Source: an optimization exercise on an open RTL-to-GDS flow (aim: small area, a short achievable clock period and few clock cycles). Production flows keep margins and buffers that such runs may drop. Function was checked by simulation only, so behaviour that the tests miss may differ from the original. Power figures rest on the tool's default switching activity, not on a simulated workload.

==> flow/design.v (excerpt) <==
module crc8_framer (
    input  wire         clk,
    input  wire         rst,
    input  wire         rx_valid,
    input  wire [7:0]   rx_data,
    output wire         rx_ready,
    output wire         tx_valid,
    output wire [7:0]   tx_data,
    input  wire         tx_ready,
    input  wire         cmd_valid,
    output wire         cmd_ready,
    input  wire [7:0]   cmd_code,
    input  wire [7:0]   cmd_arg,
    input  wire [151:0] cmd_pkt,
    output reg          res_valid,
    output reg          res_ok,
    output reg  [31:0]  res_word,
    output reg  [151:0] res_pkt,
    output wire         pkt_avail,
    output wire         q_full
);
    function [7:0] crc8_byte;
        input [7:0] c;
        input [7:0] b;
        integer     i;
        reg   [7:0] t;
        begin
            t = c ^ b;
            for (i = 0; i < 8; i = i + 1)
                t = {t[6:0], 1'b0} ^ (t[7] ? 8'h07 : 8'h00);
            crc8_byte = t;
        end
    endfunction
    function [7:0] crc18;
        input [143:0] p;
        integer       i;
        reg   [7:0]   c;
        begin
            c = 8'h00;
            for (i = 0; i < 18; i = i + 1)
                c = crc8_byte(c, p[i*8 +: 8]);
            crc18 = c;
        end
    endfunction
    function [151:0] ctrl_pkt;
        input [7:0] t;
        reg [143:0] p;
        begin
            p        = {{16{8'hFF}}, t, 8'h10};
            ctrl_pkt = {crc18(p), p};
        end
    endfunction
    localparam [1:0] T_ACK = 2'd0, T_RETX = 2'd1, T_DATA = 2'd2;
    reg         rx_ready_q, cmd_ready_q;
    reg         pkt_avail_q, q_full_q;
    reg  [4:0]  pos;                  
    reg         cmd_turn;             
  ...
For scale: about 5700 cells after synthesis, ~380 I/O pins, ~79000 sq um of cells after synthesis.
Settings: LEC_CHECK=0, CAP_MARGIN=20, CORE_MARGIN=2, CORE_UTILIZATION=65, CTS_CLUSTER_DIAMETER=100, CTS_CLUSTER_SIZE=24, PLACE_DENSITY=0.72, SETUP_SLACK_MARGIN=5, SLEW_MARGIN=20; clock period 8.0 ns.
run.sh (not shown) runs the stock make flow with config.mk's settings and CLKGATE_MAP_FILE= SYNTH_SCRIPT=/design/flow/synth_recipe.tcl, a recipe that flattens the netlist after the stock synthesis.
Testbench counts at the start, summed over its fixed seeds: cycles 9,983.
Rerun with:
--- a/flow/config.mk
+++ b/flow/config.mk
@@ -9,7 +9,7 @@
 export CORE_MARGIN = 2
 export CORE_UTILIZATION = 65
-export CTS_CLUSTER_DIAMETER = 100
-export CTS_CLUSTER_SIZE = 24
-export PLACE_DENSITY = 0.72
+export CTS_CLUSTER_DIAMETER = 90
+export CTS_CLUSTER_SIZE = 28
+export PLACE_DENSITY = 0.66
 export SETUP_SLACK_MARGIN = 5
 export SLEW_MARGIN = 20
The new run finished clean; first-iteration DRC count goes down by 6.1%; clock-buffer cell count drops by 29; final area is lower by 0.61%; register-to-register slack loses 0.09 ns; setup slack degrades by 0.057 ns; wire length fell by 2.8%; synthesized area does not change; synthesized cell count is unchanged.
Rerun with:
--- a/flow/config.mk
+++ b/flow/config.mk
@@ -9,7 +9,8 @@
 export CORE_MARGIN = 2
 export CORE_UTILIZATION = 65
-export CTS_CLUSTER_DIAMETER = 90
-export CTS_CLUSTER_SIZE = 28
-export PLACE_DENSITY = 0.66
+export CTS_CLUSTER_DIAMETER = 100
+export CTS_CLUSTER_SIZE = 24
+export PLACE_DENSITY = 0.72
 export SETUP_SLACK_MARGIN = 5
 export SLEW_MARGIN = 20
+export TNS_END_PERCENT = 10
Result: Die area is unchanged. Synthesized area does not change. First-iteration DRC count rises by 1.8%. Clock skew hardly moves. Total power grows by 2.8%. Final cell count is lower by 1.5%. Clock power is higher by 12%. Worst setup slack is worse by 0.061 ns.
Rerun with:
--- a/flow/config.mk
+++ b/flow/config.mk
@@ -9,8 +9,5 @@
 export CORE_MARGIN = 2
 export CORE_UTILIZATION = 65
-export CTS_CLUSTER_DIAMETER = 100
-export CTS_CLUSTER_SIZE = 24
 export PLACE_DENSITY = 0.72
 export SETUP_SLACK_MARGIN = 5
 export SLEW_MARGIN = 20
-export TNS_END_PERCENT = 10
Outcome:
- With this change the flow produced a layout that fails on antenna violations
- via count grows by a few percent
- global-route usage grows by 2.9 points
- wire length grows by roughly a tenth
- total power grows by about a fifth
- core utilization grows by 4.5 points
- clock-buffer cell count grows by 145
- die area does not change
- sequential cell count stays the same
- design area grows by a few percent
- worst hold slack gets worse by 0.032 ns


Starting RTL as in the previous note.
export LEC_CHECK = 0
export CAP_MARGIN = 20
export CORE_MARGIN = 2
export CORE_UTILIZATION = 70
export CTS_CLUSTER_DIAMETER = 90
export CTS_CLUSTER_SIZE = 28
export PLACE_DENSITY = 0.76
export SETUP_SLACK_MARGIN = 5
export SLEW_MARGIN = 20
create_clock -name core_clock -period 8.0 [get_ports {clk}]
Testbench counts at the start, summed over its fixed seeds: cycles 9,983.
==> next run, changes <==
- CORE_UTILIZATION: 70 -> 65
- PLACE_DENSITY: 0.76 -> 0.72
After rerunning: Routed wire length went down by 6.8%; final cell count went up by 1.5%; global-route usage went down by 4.8 points; die area went up by 7.6%; final area hardly moves.
==> next run, changes <==
- CAP_MARGIN: 20 -> 10
- SLEW_MARGIN: 20 -> 10
What happened: Final area is unchanged. Core utilization stays the same. Power stays the same. Maximum frequency does not change. Die area does not change. Flip-flop and latch count is unchanged. Final cell count stays the same. Synthesized cell count stays the same. Worst hold slack does not change.


## north
crc8_framer again, from the RTL that the note above started with.
export LEC_CHECK = 0
export ABC_CLOCK_PERIOD_IN_PS = 2000
export CAP_MARGIN = 20
export CORE_MARGIN = 2
export CORE_UTILIZATION = 65
export CTS_CLUSTER_DIAMETER = 90
export CTS_CLUSTER_SIZE = 28
export PLACE_DENSITY = 0.72
export SETUP_SLACK_MARGIN = 5
export SLEW_MARGIN = 20
create_clock -name core_clock -period 8.0 [get_ports {clk}]
north finished all stages; the layout is clean.
Testbench counts of north, summed over its fixed seeds: cycles 9,983.
What south does differently from north at the input level:
# north
export LEC_CHECK = 0
export ABC_CLOCK_PERIOD_IN_PS = 2000
export CAP_MARGIN = 20
export CORE_MARGIN = 2
export CORE_UTILIZATION = 65
export CTS_CLUSTER_DIAMETER = 90
export CTS_CLUSTER_SIZE = 28
export PLACE_DENSITY = 0.72
export SETUP_SLACK_MARGIN = 5
export SLEW_MARGIN = 20
create_clock -name core_clock -period 8.0 [get_ports {clk}]
# south
export LEC_CHECK = 0
export CAP_MARGIN = 20
export CORE_MARGIN = 2
export CORE_UTILIZATION = 50
export SETUP_SLACK_MARGIN = 5
export SLEW_MARGIN = 20
create_clock -name core_clock -period 8.0 [get_ports {clk}]
--- outcome ---
Every run (north and south) finished clean. Taking south as 1.0, north lands at 0.43 on layout clock buffer count. Compared to north, the routing of south uses more wire. Proportion of synthesized flip-flops having asynchronous set or reset of south is on par with north. Cell leakage power (higher): south. In the reports for north and south, the larger final worst-path setup slack belongs to north. south: sequential cell area share 5.3 points below north. The logic depth of the worst path, buffers included in south was lower than what north gave.

re-timing with driven ports:
Ports are ideal in the flow. The routed layouts listed here were re-timed in OpenROAD. Step 1 sets driving cells, clkbuf_16 on the clock port and buf_2 on the other inputs (assumed; they add their load-dependent delay and slew). Step 2, shift: input delay + t, output delay - t, t = (earliest + latest rising clock arrival at the registers) / 2. This alone moves slack from input paths to output paths. a / b / c = no drivers / after step 1 / after step 2; a / b = the first two.
run | t, ns | slack for setup (ns) | worst register clock-pin slew, ns
the first run of note 1 | 0.858 | 4.974 / 4.856 / 3.998 | 0.11 / 0.11
the second run of note 1 | 0.833 | 4.916 / 4.900 / 4.067 | 0.11 / 0.11
the third run of note 1 | 0.865 | 4.856 / 4.770 / 3.905 | 0.10 / 0.10
the fourth run of note 1 | 0.900 | 4.961 / 4.904 / 4.004 | 0.08 / 0.08
the first run of note 2 | 0.829 | 4.944 / 4.835 / 4.006 | 0.12 / 0.12
the second run of note 2 | 0.845 | 4.969 / 4.823 / 3.978 | 0.12 / 0.12
the third run of note 2 | 0.845 | 4.969 / 4.823 / 3.978 | 0.12 / 0.12
north | 0.845 | 4.969 / 4.823 / 3.978 | 0.12 / 0.12
south | 0.960 | 4.911 / 4.831 / 3.925 | 0.07 / 0.07
